From an optimization exercise on the open Yosys and OpenROAD flow, aimed at a short achievable clock period and few clock cycles; shortcuts taken in it are not production practice. The RTL of this run was laid out without a check of its function.

### flow/constraint.sdc
create_clock -name core_clock -period 5.0 [get_ports {clk}]
set_input_delay 1.0000 -clock core_clock [delete_from_list [all_inputs] [get_ports {clk}]]
set_output_delay 1.0000 -clock core_clock [all_outputs]
set_load 0.01 [all_outputs]
### flow/design.v
module nibble_cpu (
    input  wire       clk,
    input  wire       rst,           
    output wire       imem_en,
    output wire [3:0] imem_addr,
    input  wire [7:0] imem_rdata,
    input  wire       imem_present,  
    input  wire       in_valid,
    input  wire [3:0] in_data,
    output wire       in_ready,
    output wire       out_valid,
    output wire [3:0] out_data,
    input  wire       rearm,
    output wire       halted,
    output wire [3:0] final_a,
    output wire       final_c,
    output wire       fault,
    output wire [3:0] fault_pc
);
    localparam OP_NOP   = 4'h0;
    localparam OP_LOAD  = 4'h1;
    localparam OP_ADD   = 4'h2;
    localparam OP_SUB   = 4'h3;
    localparam OP_AND   = 4'h4;
    localparam OP_OR    = 4'h5;
    localparam OP_JMP   = 4'h6;
    localparam OP_JZ    = 4'h7;
    localparam OP_JNZ   = 4'h8;
    localparam OP_STORE = 4'h9;
    localparam OP_LOADM = 4'hA;
    localparam OP_ADDM  = 4'hB;
    localparam OP_SUBM  = 4'hC;
    localparam OP_HALT  = 4'hD;
    localparam OP_IN    = 4'hE;
    localparam OP_OUT   = 4'hF;
    localparam D_TK1  = 0;       
    localparam D_TK0  = 1;       
    localparam D_MEM  = 2;       
    localparam D_IN   = 3;
    localparam D_OUT  = 4;
    localparam D_HALT = 5;
    localparam D_ST   = 6;
    localparam D_PB   = 7;       
    localparam D_ADD  = 8;       
    localparam D_SUB  = 9;       
    localparam D_AND  = 10;
    localparam D_OR   = 11;
    localparam D_NOP  = 12;
    localparam ND     = 13;
    function [ND-1:0] decode(input [3:0] o);
        begin
            decode = {ND{1'b0}};
            decode[D_TK1]  = (o == OP_JMP) || (o == OP_JZ);
            decode[D_TK0]  = (o == OP_JMP) || (o == OP_JNZ);
            decode[D_MEM]  = (o == OP_LOADM) || (o == OP_ADDM) || (o == OP_SUBM);
            decode[D_IN]   = (o == OP_IN);
            decode[D_OUT]  = (o == OP_OUT);
            decode[D_HALT] = (o == OP_HALT);
            decode[D_ST]   = (o == OP_STORE);
            decode[D_PB]   = (o == OP_LOAD) || (o == OP_LOADM);
            decode[D_ADD]  = (o == OP_ADD) || (o == OP_ADDM);
            decode[D_SUB]  = (o == OP_SUB) || (o == OP_SUBM);
            decode[D_AND]  = (o == OP_AND);
            decode[D_OR]   = (o == OP_OR);
            decode[D_NOP]  = (o == OP_NOP);
        end
    endfunction
    function fusable(input [ND-1:0] a, input [ND-1:0] b);
        reg b_alu;
        begin
            b_alu   = b[D_PB] | b[D_ADD] | b[D_SUB] | b[D_AND] | b[D_OR];
            fusable = ((a[D_ST] | a[D_NOP]) & (b[D_TK1] | b[D_TK0]))
                    | ((a[D_PB] | a[D_NOP]) & b[D_ST])
                    | ((a[D_PB] | a[D_NOP]) & (b_alu | b[D_NOP]));
        end
    endfunction
    function [15:0] onehot4(input [3:0] v);
        onehot4 = 16'd1 << v;
    endfunction
    function [15:0] rotl1(input [15:0] v);
        rotl1 = {v[14:0], v[15]};
    endfunction
    integer k;
    reg  [3:0]  fa;              
    reg         ren;             
    reg         rv;              
    reg  [3:0]  rtag;            
    reg         rst_q;
    wire        first   = rst_q && !rst;
    wire [3:0]  raddr   = {fa[3:1], fa[0] ^ first};
    reg  [7:0]  cw  [0:15];      
    reg  [15:0] cv;              
    reg  [15:0] cp;              
    reg  [3:0]  opv [0:15];      
    reg  [15:0] fz;              
    reg  [3:0]  acc;
    reg         c_flag;
    reg         z_flag;          
    reg         z_acc;           
    reg  [3:0]  mem [0:15];
    reg         halted_q;
    reg  [3:0]  final_a_q;       
    reg         final_c_q;       
    reg         fault_q;
    reg         out_valid_q;
    reg  [3:0]  out_data_q;
    reg         in_ready_q;
    reg         irv;             
    reg  [3:0]  opnd;
    reg  [15:0] ir_oh;
    reg  [ND-1:0] d;             
    reg         irp;
    reg         ird;             
    reg  [3:0]  bv1;             
    reg         mopv1;
    reg         fwd1;            
    reg         v2;              
    reg  [3:0]  opnd2;
    reg  [15:0] ir2_oh;
    reg  [ND-1:0] d2;            
    reg         irp2;
    reg  [3:0]  bv2;
    reg         mopv2;
    reg         fwd2;
    reg         pair;            
    reg         a_bv;            
    reg         b_acc, b_1, b_2; 
    reg         st_en;           
    reg  [3:0]  st_a;            
    reg  [3:0]  p, np, a2, a3, fpc;
    reg  [15:0] np_oh, a2_oh, a3_oh;
    wire running  = !halted_q && !fault_q;
    wire need_mop = d[D_MEM] && !mopv1;
    wire act      = running && irv;
    wire flt      = act && !irp;
    wire go       = running && irv && irp && !need_mop && !(d[D_IN] && !in_valid);
    wire tk1      = running && (z_flag ? d[D_TK1] : d[D_TK0]);           
    wire tk2      = go && pair && (z_acc ? d2[D_TK1] : d2[D_TK0]);       
    wire st_go    = go && st_en;
    wire resume   = halted_q && rearm && ird;    
    wire [ND-1:0] ed  = pair ? d2 : d;           
    wire [3:0] opA    = a_bv ? bv1 : acc;
    wire [3:0] opB    = ({4{b_acc}} & acc) | ({4{b_1}} & bv1) | ({4{b_2}} & bv2);
    wire [4:0] add_r  = {1'b0, opA} + {1'b0, opB};
    wire [4:0] sub_r  = {1'b0, opA} - {1'b0, opB};
    wire       keep   = !(ed[D_PB] | ed[D_ADD] | ed[D_SUB] | ed[D_AND] | ed[D_OR] | ed[D_IN]);
    wire [3:0] acc_nx = ({4{ed[D_PB]}}  & opB)
                      | ({4{ed[D_ADD]}} & add_r[3:0])
                      | ({4{ed[D_SUB]}} & sub_r[3:0])
                      | ({4{ed[D_AND]}} & (opA & opB))
                      | ({4{ed[D_OR]}}  & (opA | opB))
                      | ({4{ed[D_IN]}}  & in_data)
                      | ({4{keep}}      & opA);
    wire       c_nx   = ed[D_ADD] ? add_r[4] : ed[D_SUB] ? sub_r[4] : c_flag;
    wire [3:0] neg_a  = 4'd0 - opA;
    wire       z_nx   = (ed[D_PB]  && opB == 4'd0)
                      | (ed[D_ADD] && opB == neg_a)
                      | (ed[D_SUB] && opB == opA)
                      | (ed[D_AND] && (opA & opB) == 4'd0)
                      | (ed[D_OR]  && (opA | opB) == 4'd0)
                      | (ed[D_IN]  && in_data == 4'd0)
                      | (keep      && opA == 4'd0);
    reg  [ND-1:0] sd [0:15];
    reg  [15:0]   fz_nx;
    always @(*) begin
        for (k = 0; k < 16; k = k + 1)
            sd[k] = decode(cw[k][7:4]);
        for (k = 0; k < 16; k = k + 1)
            fz_nx[k] = cv[k] && cv[(k + 1) % 16] && cp[k] && cp[(k + 1) % 16]
                       && fusable(sd[k], sd[(k + 1) % 16]);
    end
    wire [ND-1:0] rd_d = decode(imem_rdata[7:4]);
    wire [3:0]    rd_mv = mem[imem_rdata[3:0]];
    wire          rd_eq = imem_rdata[3:0] == st_a;
    wire [3:0]    rd_mn = (st_go && rd_eq) ? opA : rd_mv;
    wire [15:0] ir_oh_r  = rotl1(ir_oh);
    wire [15:0] ir2_oh_r = rotl1(ir2_oh);
    reg  [3:0]    pn_n, pn_v; 
    reg  [15:0]   pn_oh; 
    reg  [ND-1:0] pn_d; 
    reg           pn_cv, pn_cp, pn_ov, pn_eq, pn_f; 
    always @(*) begin 
        pn_n  = (rv && rtag == np) ? imem_rdata[3:0] : 4'd0; 
        pn_oh = (rv && rtag == np) ? onehot4(imem_rdata[3:0]) : 16'd0; 
        pn_d  = (rv && rtag == np) ? rd_d : {ND{1'b0}}; 
        pn_cv = (rv && rtag == np); 
        pn_cp = (rv && rtag == np) && imem_present; 
        pn_v  = (rv && rtag == np) ? rd_mv : 4'd0; 
        pn_ov = (rv && rtag == np); 
        pn_eq = (rv && rtag == np) && rd_eq; 
        pn_f  = 1'b0; 
        for (k = 0; k < 16; k = k + 1) 
            if ((np_oh[k]) && cv[k]) begin 
                pn_n  = pn_n | cw[k][3:0]; 
                pn_oh = pn_oh | onehot4(cw[k][3:0]); 
                pn_d  = pn_d | sd[k]; 
                pn_cv = 1'b1; 
                pn_cp = pn_cp | cp[k]; 
                pn_v  = pn_v | opv[k]; 
                pn_ov = 1'b1; 
                pn_eq = pn_eq | (cw[k][3:0] == st_a); 
                pn_f  = pn_f | fz[k]; 
            end 
    end
    reg  [3:0]    ps2_n, ps2_v; 
    reg  [15:0]   ps2_oh; 
    reg  [ND-1:0] ps2_d; 
    reg           ps2_cv, ps2_cp, ps2_ov, ps2_eq, ps2_f; 
    always @(*) begin 
        ps2_n  = (rv && rtag == a2) ? imem_rdata[3:0] : 4'd0; 
        ps2_oh = (rv && rtag == a2) ? onehot4(imem_rdata[3:0]) : 16'd0; 
        ps2_d  = (rv && rtag == a2) ? rd_d : {ND{1'b0}}; 
        ps2_cv = (rv && rtag == a2); 
        ps2_cp = (rv && rtag == a2) && imem_present; 
        ps2_v  = (rv && rtag == a2) ? rd_mv : 4'd0; 
        ps2_ov = (rv && rtag == a2); 
        ps2_eq = (rv && rtag == a2) && rd_eq; 
        ps2_f  = 1'b0; 
        for (k = 0; k < 16; k = k + 1) 
            if ((a2_oh[k]) && cv[k]) begin 
                ps2_n  = ps2_n | cw[k][3:0]; 
                ps2_oh = ps2_oh | onehot4(cw[k][3:0]); 
                ps2_d  = ps2_d | sd[k]; 
                ps2_cv = 1'b1; 
                ps2_cp = ps2_cp | cp[k]; 
                ps2_v  = ps2_v | opv[k]; 
                ps2_ov = 1'b1; 
                ps2_eq = ps2_eq | (cw[k][3:0] == st_a); 
                ps2_f  = ps2_f | fz[k]; 
            end 
    end
    reg  [3:0]    ps3_n, ps3_v; 
    reg  [15:0]   ps3_oh; 
    reg  [ND-1:0] ps3_d; 
    reg           ps3_cv, ps3_cp, ps3_ov, ps3_eq, ps3_f; 
    always @(*) begin 
        ps3_n  = (rv && rtag == a3) ? imem_rdata[3:0] : 4'd0; 
        ps3_oh = (rv && rtag == a3) ? onehot4(imem_rdata[3:0]) : 16'd0; 
        ps3_d  = (rv && rtag == a3) ? rd_d : {ND{1'b0}}; 
        ps3_cv = (rv && rtag == a3); 
        ps3_cp = (rv && rtag == a3) && imem_present; 
        ps3_v  = (rv && rtag == a3) ? rd_mv : 4'd0; 
        ps3_ov = (rv && rtag == a3); 
        ps3_eq = (rv && rtag == a3) && rd_eq; 
        ps3_f  = 1'b0; 
        for (k = 0; k < 16; k = k + 1) 
            if ((a3_oh[k]) && cv[k]) begin 
                ps3_n  = ps3_n | cw[k][3:0]; 
                ps3_oh = ps3_oh | onehot4(cw[k][3:0]); 
                ps3_d  = ps3_d | sd[k]; 
                ps3_cv = 1'b1; 
                ps3_cp = ps3_cp | cp[k]; 
                ps3_v  = ps3_v | opv[k]; 
                ps3_ov = 1'b1; 
                ps3_eq = ps3_eq | (cw[k][3:0] == st_a); 
                ps3_f  = ps3_f | fz[k]; 
            end 
    end
    reg  [3:0]    pt_n, pt_v; 
    reg  [15:0]   pt_oh; 
    reg  [ND-1:0] pt_d; 
    reg           pt_cv, pt_cp, pt_ov, pt_eq, pt_f; 
    always @(*) begin 
        pt_n  = (rv && rtag == opnd) ? imem_rdata[3:0] : 4'd0; 
        pt_oh = (rv && rtag == opnd) ? onehot4(imem_rdata[3:0]) : 16'd0; 
        pt_d  = (rv && rtag == opnd) ? rd_d : {ND{1'b0}}; 
        pt_cv = (rv && rtag == opnd); 
        pt_cp = (rv && rtag == opnd) && imem_present; 
        pt_v  = (rv && rtag == opnd) ? rd_mv : 4'd0; 
        pt_ov = (rv && rtag == opnd); 
        pt_eq = (rv && rtag == opnd) && rd_eq; 
        pt_f  = 1'b0; 
        for (k = 0; k < 16; k = k + 1) 
            if ((ir_oh[k]) && cv[k]) begin 
                pt_n  = pt_n | cw[k][3:0]; 
                pt_oh = pt_oh | onehot4(cw[k][3:0]); 
                pt_d  = pt_d | sd[k]; 
                pt_cv = 1'b1; 
                pt_cp = pt_cp | cp[k]; 
                pt_v  = pt_v | opv[k]; 
                pt_ov = 1'b1; 
                pt_eq = pt_eq | (cw[k][3:0] == st_a); 
                pt_f  = pt_f | fz[k]; 
            end 
    end
    reg  [3:0]    pt1_n, pt1_v; 
    reg  [15:0]   pt1_oh; 
    reg  [ND-1:0] pt1_d; 
    reg           pt1_cv, pt1_cp, pt1_ov, pt1_eq, pt1_f; 
    always @(*) begin 
        pt1_n  = (rv && rtag == opnd + 4'd1) ? imem_rdata[3:0] : 4'd0; 
        pt1_oh = (rv && rtag == opnd + 4'd1) ? onehot4(imem_rdata[3:0]) : 16'd0; 
        pt1_d  = (rv && rtag == opnd + 4'd1) ? rd_d : {ND{1'b0}}; 
        pt1_cv = (rv && rtag == opnd + 4'd1); 
        pt1_cp = (rv && rtag == opnd + 4'd1) && imem_present; 
        pt1_v  = (rv && rtag == opnd + 4'd1) ? rd_mv : 4'd0; 
        pt1_ov = (rv && rtag == opnd + 4'd1); 
        pt1_eq = (rv && rtag == opnd + 4'd1) && rd_eq; 
        pt1_f  = 1'b0; 
        for (k = 0; k < 16; k = k + 1) 
            if ((ir_oh_r[k]) && cv[k]) begin 
                pt1_n  = pt1_n | cw[k][3:0]; 
                pt1_oh = pt1_oh | onehot4(cw[k][3:0]); 
                pt1_d  = pt1_d | sd[k]; 
                pt1_cv = 1'b1; 
                pt1_cp = pt1_cp | cp[k]; 
                pt1_v  = pt1_v | opv[k]; 
                pt1_ov = 1'b1; 
                pt1_eq = pt1_eq | (cw[k][3:0] == st_a); 
                pt1_f  = pt1_f | fz[k]; 
            end 
    end
    reg  [3:0]    pu_n, pu_v; 
    reg  [15:0]   pu_oh; 
    reg  [ND-1:0] pu_d; 
    reg           pu_cv, pu_cp, pu_ov, pu_eq, pu_f; 
    always @(*) begin 
        pu_n  = (rv && rtag == opnd2) ? imem_rdata[3:0] : 4'd0; 
        pu_oh = (rv && rtag == opnd2) ? onehot4(imem_rdata[3:0]) : 16'd0; 
        pu_d  = (rv && rtag == opnd2) ? rd_d : {ND{1'b0}}; 
        pu_cv = (rv && rtag == opnd2); 
        pu_cp = (rv && rtag == opnd2) && imem_present; 
        pu_v  = (rv && rtag == opnd2) ? rd_mv : 4'd0; 
        pu_ov = (rv && rtag == opnd2); 
        pu_eq = (rv && rtag == opnd2) && rd_eq; 
        pu_f  = 1'b0; 
        for (k = 0; k < 16; k = k + 1) 
            if ((ir2_oh[k]) && cv[k]) begin 
                pu_n  = pu_n | cw[k][3:0]; 
                pu_oh = pu_oh | onehot4(cw[k][3:0]); 
                pu_d  = pu_d | sd[k]; 
                pu_cv = 1'b1; 
                pu_cp = pu_cp | cp[k]; 
                pu_v  = pu_v | opv[k]; 
                pu_ov = 1'b1; 
                pu_eq = pu_eq | (cw[k][3:0] == st_a); 
                pu_f  = pu_f | fz[k]; 
            end 
    end
    reg  [3:0]    pu1_n, pu1_v; 
    reg  [15:0]   pu1_oh; 
    reg  [ND-1:0] pu1_d; 
    reg           pu1_cv, pu1_cp, pu1_ov, pu1_eq, pu1_f; 
    always @(*) begin 
        pu1_n  = (rv && rtag == opnd2 + 4'd1) ? imem_rdata[3:0] : 4'd0; 
        pu1_oh = (rv && rtag == opnd2 + 4'd1) ? onehot4(imem_rdata[3:0]) : 16'd0; 
        pu1_d  = (rv && rtag == opnd2 + 4'd1) ? rd_d : {ND{1'b0}}; 
        pu1_cv = (rv && rtag == opnd2 + 4'd1); 
        pu1_cp = (rv && rtag == opnd2 + 4'd1) && imem_present; 
        pu1_v  = (rv && rtag == opnd2 + 4'd1) ? rd_mv : 4'd0; 
        pu1_ov = (rv && rtag == opnd2 + 4'd1); 
        pu1_eq = (rv && rtag == opnd2 + 4'd1) && rd_eq; 
        pu1_f  = 1'b0; 
        for (k = 0; k < 16; k = k + 1) 
            if ((ir2_oh_r[k]) && cv[k]) begin 
                pu1_n  = pu1_n | cw[k][3:0]; 
                pu1_oh = pu1_oh | onehot4(cw[k][3:0]); 
                pu1_d  = pu1_d | sd[k]; 
                pu1_cv = 1'b1; 
                pu1_cp = pu1_cp | cp[k]; 
                pu1_v  = pu1_v | opv[k]; 
                pu1_ov = 1'b1; 
                pu1_eq = pu1_eq | (cw[k][3:0] == st_a); 
                pu1_f  = pu1_f | fz[k]; 
            end 
    end
    wire c3 = tk1;                                   
    wire c4 = tk2;                                   
    wire c2 = (go && pair && !tk2) || !irv;          
    wire c1 = (go && !pair && !tk1) || resume;       
    wire want_ld = c1 || c2 || c3 || c4;
    wire          i2_ok = c1 && v2;                  
    wire          hit   = i2_ok ? 1'b1 :
                          c1 ? pn_cv : c3 ? pt_cv : c4 ? pu_cv : ps2_cv;
    wire [3:0]    n1_n  = i2_ok ? opnd2  : c1 ? pn_n  : c3 ? pt_n  : c4 ? pu_n  : ps2_n;
    wire [15:0]   n1_oh = i2_ok ? ir2_oh : c1 ? pn_oh : c3 ? pt_oh : c4 ? pu_oh : ps2_oh;
    wire [ND-1:0] n1_d  = i2_ok ? d2     : c1 ? pn_d  : c3 ? pt_d  : c4 ? pu_d  : ps2_d;
    wire          n1_p  = i2_ok ? irp2   : c1 ? pn_cp : c3 ? pt_cp : c4 ? pu_cp : ps2_cp;
    wire          n1_f  = c1 ? (pn_f && (!v2 || mopv2)) : c3 ? pt_f : c4 ? pu_f : ps2_f;
    wire [3:0]    n1_v  = i2_ok ? (fwd2 ? acc : bv2) :
                          c1 ? pn_v : c3 ? pt_v : c4 ? pu_v : ps2_v;
    wire          n1_ov = i2_ok ? mopv2 : c1 ? pn_ov : c3 ? pt_ov : c4 ? pu_ov : ps2_ov;
    wire          n1_eq = i2_ok ? (opnd2 == st_a) : c1 ? pn_eq : c3 ? pt_eq : c4 ? pu_eq : ps2_eq;
    wire          n1_mem = n1_d[D_MEM];
    wire [3:0]    n1_bv  = n1_mem ? n1_v : n1_n;
    wire          n1_mv  = !n1_mem || n1_ov;
    wire          n1_fw  = n1_mem && st_go && n1_eq;
    wire [3:0]    n2_n  = c1 ? ps2_n  : c3 ? pt1_n  : c4 ? pu1_n  : ps3_n;
    wire [15:0]   n2_oh = c1 ? ps2_oh : c3 ? pt1_oh : c4 ? pu1_oh : ps3_oh;
    wire [ND-1:0] n2_d  = c1 ? ps2_d  : c3 ? pt1_d  : c4 ? pu1_d  : ps3_d;
    wire          n2_cv = c1 ? ps2_cv : c3 ? pt1_cv : c4 ? pu1_cv : ps3_cv;
    wire          n2_p  = c1 ? ps2_cp : c3 ? pt1_cp : c4 ? pu1_cp : ps3_cp;
    wire [3:0]    n2_v  = c1 ? ps2_v  : c3 ? pt1_v  : c4 ? pu1_v  : ps3_v;
    wire          n2_ov = c1 ? ps2_ov : c3 ? pt1_ov : c4 ? pu1_ov : ps3_ov;
    wire          n2_eq = c1 ? ps2_eq : c3 ? pt1_eq : c4 ? pu1_eq : ps3_eq;
    wire          n2_mem = n2_d[D_MEM];
    wire [3:0]    n2_bv  = n2_mem ? n2_v : n2_n;
    wire          n2_mv  = !n2_mem || n2_ov;
    wire          n2_fw  = n2_mem && st_go && n2_eq;
    wire [3:0]    nb    = c1 ? np : c3 ? opnd : c4 ? opnd2 : a2;
    wire [15:0]   nb_oh = c1 ? np_oh : c3 ? ir_oh : c4 ? ir2_oh : a2_oh;
    wire [ND-1:0] n1_dd = (hit && n1_p) ? n1_d : {ND{1'b0}};
    wire          n2_ok = hit && n2_cv && n2_p;
    wire [ND-1:0] n2_dd = n2_ok ? n2_d : {ND{1'b0}};
    wire          n_pair = hit && n1_f && n2_ok;
    wire early_ok = go && hit && !d[D_OUT] && !d[D_HALT];
    wire early_h  = early_ok && n1_p && n1_d[D_HALT];
    wire early_f  = early_ok && !n1_p;
    reg  [3:0]  mem_ir;
    always @(*) begin
        mem_ir = 4'd0;
        for (k = 0; k < 16; k = k + 1)
            if (ir_oh[k]) mem_ir = mem_ir | mem[k];
    end
    wire halted_nx = halted_q ? !rearm : ((go && d[D_HALT] && !ird) || early_h);
    wire fault_nx  = fault_q || flt || early_f;
    wire [3:0]  rd_n    = imem_rdata[3:0];
    wire [15:0] cv_fill = rv ? (cv | onehot4(rtag)) : cv;
    wire        jlook   = rv && imem_rdata[7:4] == OP_JMP && !cv[rd_n] && rtag != rd_n
                          && !(ren && raddr == rd_n);
    wire        wait_a2 = !irv && !cv[a2] && !(rv && rtag == a2) && !(ren && raddr == a2);
    always @(posedge clk) begin
        rst_q <= rst;
        rv    <= ren;
        rtag  <= raddr;
        if (rst) begin
            fa  <= 4'd0;
            ren <= 1'b1;
            cv  <= 16'd0;
            fz  <= 16'd0;
        end else begin
            if (wait_a2) begin
                fa  <= a2;
                ren <= 1'b1;
            end else if (jlook) begin
                fa  <= rd_n;
                ren <= 1'b1;
            end else begin
                fa  <= first ? 4'd2 : fa + 4'd1;
                ren <= !(&cv_fill);
            end
            for (k = 0; k < 16; k = k + 1)
                opv[k] <= (rv && rtag == k) ? rd_mn :
                          (st_go && cw[k][3:0] == st_a) ? opA : mem[cw[k][3:0]];
            fz <= fz_nx;
            if (rv) begin
                cw[rtag] <= imem_rdata;
                cp[rtag] <= imem_present;
                cv[rtag] <= 1'b1;
            end
        end
    end
    always @(posedge clk) begin
        if (rst) begin
            irv         <= 1'b0;
            ird         <= 1'b0;
            v2          <= 1'b0;
            d           <= {ND{1'b0}};
            d2          <= {ND{1'b0}};
            pair        <= 1'b0;
            st_en       <= 1'b0;
            p           <= 4'd0;
            fpc         <= 4'd0;
            np          <= 4'd1;
            a2          <= 4'd0;
            a3          <= 4'd1;
            np_oh       <= 16'd2;
            a2_oh       <= 16'd1;
            a3_oh       <= 16'd2;
            acc         <= 4'd0;
            c_flag      <= 1'b0;
            z_flag      <= 1'b0;
            z_acc       <= 1'b1;
            final_a_q   <= 4'd0;
            final_c_q   <= 1'b0;
            halted_q    <= 1'b0;
            fault_q     <= 1'b0;
            out_valid_q <= 1'b0;
            in_ready_q  <= 1'b0;
            for (k = 0; k < 16; k = k + 1)
                mem[k] <= 4'd0;
        end else begin
            halted_q    <= halted_nx;
            fault_q     <= fault_nx;
            out_valid_q <= go && d[D_OUT];
            if (go) begin
                acc       <= acc_nx;
                c_flag    <= c_nx;
                z_flag    <= z_nx;
                z_acc     <= z_nx;
                final_a_q <= acc_nx;
                final_c_q <= c_nx;
                if (st_en)
                    mem[st_a] <= opA;
                if (d[D_OUT])
                    out_data_q <= acc;
            end
            if (want_ld) begin
                p   <= nb;
                fpc <= nb;
                if (hit) begin
                    irv    <= 1'b1;
                    opnd   <= n1_n;
                    ir_oh  <= n1_oh;
                    d      <= n1_dd;
                    irp    <= n1_p;
                    ird    <= early_h;
                    bv1    <= n1_bv;
                    mopv1  <= n1_mv;
                    fwd1   <= n1_fw;
                    v2     <= n2_ok;
                    opnd2  <= n2_n;
                    ir2_oh <= n2_oh;
                    d2     <= n2_dd;
                    irp2   <= n2_p;
                    bv2    <= n2_bv;
                    mopv2  <= n2_mv;
                    fwd2   <= n2_fw;
                    pair   <= n_pair;
                    a_bv   <= n_pair && n1_d[D_PB] && !n1_fw;
                    b_acc  <= n_pair ? n2_fw : n1_fw;
                    b_1    <= !n_pair && !n1_fw;
                    b_2    <= n_pair && !n2_fw;
                    st_en  <= (n1_dd[D_ST] && !n_pair) || (n_pair && (n1_dd[D_ST] || n2_dd[D_ST]));
                    st_a   <= (n_pair && n2_dd[D_ST]) ? n2_n : n1_n;
                    np     <= nb + 4'd1;
                    a2     <= nb + 4'd2;
                    a3     <= nb + 4'd3;
                    np_oh  <= rotl1(nb_oh);
                    a2_oh  <= rotl1(rotl1(nb_oh));
                    a3_oh  <= rotl1(rotl1(rotl1(nb_oh)));
                    in_ready_q <= n1_p && n1_d[D_IN] && !(halted_q && !rearm)
                                  && !(go && d[D_HALT]) && !fault_q;
                end else begin
                    irv    <= 1'b0;
                    ird    <= 1'b0;
                    v2     <= 1'b0;
                    d      <= {ND{1'b0}};
                    d2     <= {ND{1'b0}};
                    pair   <= 1'b0;
                    st_en  <= 1'b0;
                    np     <= nb + 4'd1;
                    a2     <= nb;
                    a3     <= nb + 4'd1;
                    np_oh  <= rotl1(nb_oh);
                    a2_oh  <= nb_oh;
                    a3_oh  <= rotl1(nb_oh);
                    in_ready_q <= 1'b0;
                end
            end else begin
                if (need_mop) begin
                    bv1   <= mem_ir;
                    mopv1 <= 1'b1;
                    fwd1  <= 1'b0;
                    b_acc <= 1'b0;
                    b_1   <= 1'b1;
                    b_2   <= 1'b0;
                end
                in_ready_q <= d[D_IN] && !halted_nx && !fault_nx;
            end
        end
    end
    assign imem_en   = ren;
    assign imem_addr = raddr;
    assign in_ready  = in_ready_q;
    assign out_valid = out_valid_q;
    assign out_data  = out_data_q;
    assign halted    = halted_q;
    assign final_a   = final_a_q;
    assign final_c   = final_c_q;
    assign fault     = fault_q;
    assign fault_pc  = fpc;
endmodule
### flow/run.sh
#!/bin/bash
# synth_recipe.tcl (not shown) runs the flow's synth.tcl, then flattens the netlist and writes it again
# the make line also repeats each setting of config.mk as NAME=value (left out here)
make -C /OpenROAD-flow-scripts/flow DESIGN_CONFIG=/design/flow/config.mk WORK_HOME=/design/flow/orfs CLKGATE_MAP_FILE= SYNTH_SCRIPT=/design/flow/synth_recipe.tcl finish
### flow/config.mk
export PLATFORM = sky130hd
export DESIGN_NAME = nibble_cpu
export DESIGN_NICKNAME = nibble_cpu
export VERILOG_FILES = /design/flow/design.v
export SDC_FILE = /design/flow/constraint.sdc
export NUM_CORES = 4
export LEC_CHECK = 0
export CAP_MARGIN = 20
export CORE_MARGIN = 2
export CORE_UTILIZATION = 40
export CTS_CLUSTER_DIAMETER = 100
export CTS_CLUSTER_SIZE = 40
export SETUP_SLACK_MARGIN = 3.3
export SLEW_MARGIN = 20
export TNS_END_PERCENT = 100
==> notes.md <==
[kinds of logic after synthesis]
| family | count (synthesis) | share of synthesized area |
|---|---|---|
| mux | 468 | 0.142 |
| xor+xnor | 136 | 0.0190 |
| fa+ha+maj | 30 | 0.00612 |
| flops | 466 | 0.199 |
| buf+inv | 1178 | 0.0737 |
| other cells | 1 | 0.0000587 |
| simple gates | 2824 | 0.238 |
| compound gates | 2942 | 0.323 |
[repair_timing]
action | in CTS
setup endpoints to repair | 688
pin swaps | 418
gates cloned | 39
setup buffers | 1093
gates resized for setup | 2260
[cells in the mapped netlist (all sizes together) (74+ instances only)]
cell type     n  area (µm²)
a22oi       509        3820
o221ai       80         701
nor3        189         968
buf         247        1200
clkbuf      866        3250
a2111oi      86         817
nor4        167        1100
a221oi      153        1340
nand2       517        1950
a21oi       253        1270
and2        141         882
nand4       215        1370
or3b         74         648
nand3b       95         713
edfxtp      337       10100
mux2i        97         971
nor2        665        2510
o22ai      1059        6630
dfxtp       129        2580
xnor2        89         780
nand3       339        1700
a22o        120        1050
o21ai       228        1140
mux4        345        7770
[power by group through the flow]
| stage | sequential [mW] | clock (mW) | combinational, mW |
|---|---|---|---|
| after global placement | 7.75 | 0 | 18.1 |
| after CTS | 6.51 | 3.94 | 27.6 |
| after floorplan | 5.56 | 0 | 8.97 |
| after detailed placement | 7.72 | 0 | 18.1 |
[worst max path at each step]
| stage | from | endpoint | slack [ps] | cells after the start |
|---|---|---|---|---|
| after floorplan | in_valid | a_bv$_DFFE_PP_ | 1150 | 7 |
| after CTS | st_a[3]$_DFFE_PP_ | opv[6][0]$_DFFE_PN_ | 1990 | 19 |
| after global placement | imem_rdata[4] | halted_q$_SDFF_PP0_ | 330 | 9 |
| after detailed placement | imem_rdata[4] | halted_q$_SDFF_PP0_ | 410 | 9 |
[metrics by stage]
step	area (µm²)	hold WS, ps
floorplan	64400	405
global placement	70300	440
detailed placement	70400	456
CTS	91100	472
[per-layer routing]
metal  GRT usage  overflow
met5       0.764        66
met2        1.03      2151
met4       0.944      1153
met3       0.887       441
met1       0.944       442
==> summary.md <==
| Metric | Value |
|---|---|
| Run status | aborted with a tool error |
| Last stage reached | global routing (5_1_grt) |
| Error message | [ERROR GRT-0116] Global routing finished with congestion. Check the congestion regions in the DRC Viewer. |
| Yosys warning count | 3 |
| Number of rows in the core area | 146 |
| Syn Inst Count | slightly above 8,000 |
| Total GRT Usage | 0.950 |
| CTS Buffer Depth | 3 |
| Post-synth ARST share | 0 |
| Sinks on the clock net | between 400 and 500 |
| Number of top-level pins | 39 |
| Yosys cell types | between 100 and 150 |
| CTS Root Buffer Type | sky130_fd_sc_hd__clkbuf_16 |
| Placer Congestion | around 1.3 |
| Mean instance size in the synthesized netlist | around 7.9 µm² |
| Sequential fraction of the synthesis area | 0.199 |
| H-tree depth | 2 |
| Initial Utilization | 0.403 |
| Cell Count Post-Placement | 10,000 |
| Number of enable-type register cells in the synthesized netlist | between 300 and 400 |
| Number of nets produced by synthesis | between 8,000 and 9,000 |
| Total of hold buffers inserted after clock tree synthesis | 0 |
| Via count of the first global-routing pass | ~120k |
| Mapped cell area | around 64,000 µm² |
| Width of the chip | between 400 and 500 µm |
| Number of buffers added on ports | 38 |
| Clock buffers created by TritonCTS | 37 |
| Number of synthesized register bits | 466 |
| Top_reg_cell synth | sky130_fd_sc_hd__edfxtp_1 |
| Pin count of the biggest net entering global routing | 58 |
| Post-Place Worst Slack | roughly 410 ps |
| Placed wire-length estimate | 462 mm |
| Wire length of the first global-routing pass | around 1100 mm |
| Congestion Overflow GR | roughly 4,300 |
| Y dimension of the die | between 400 and 500 µm |
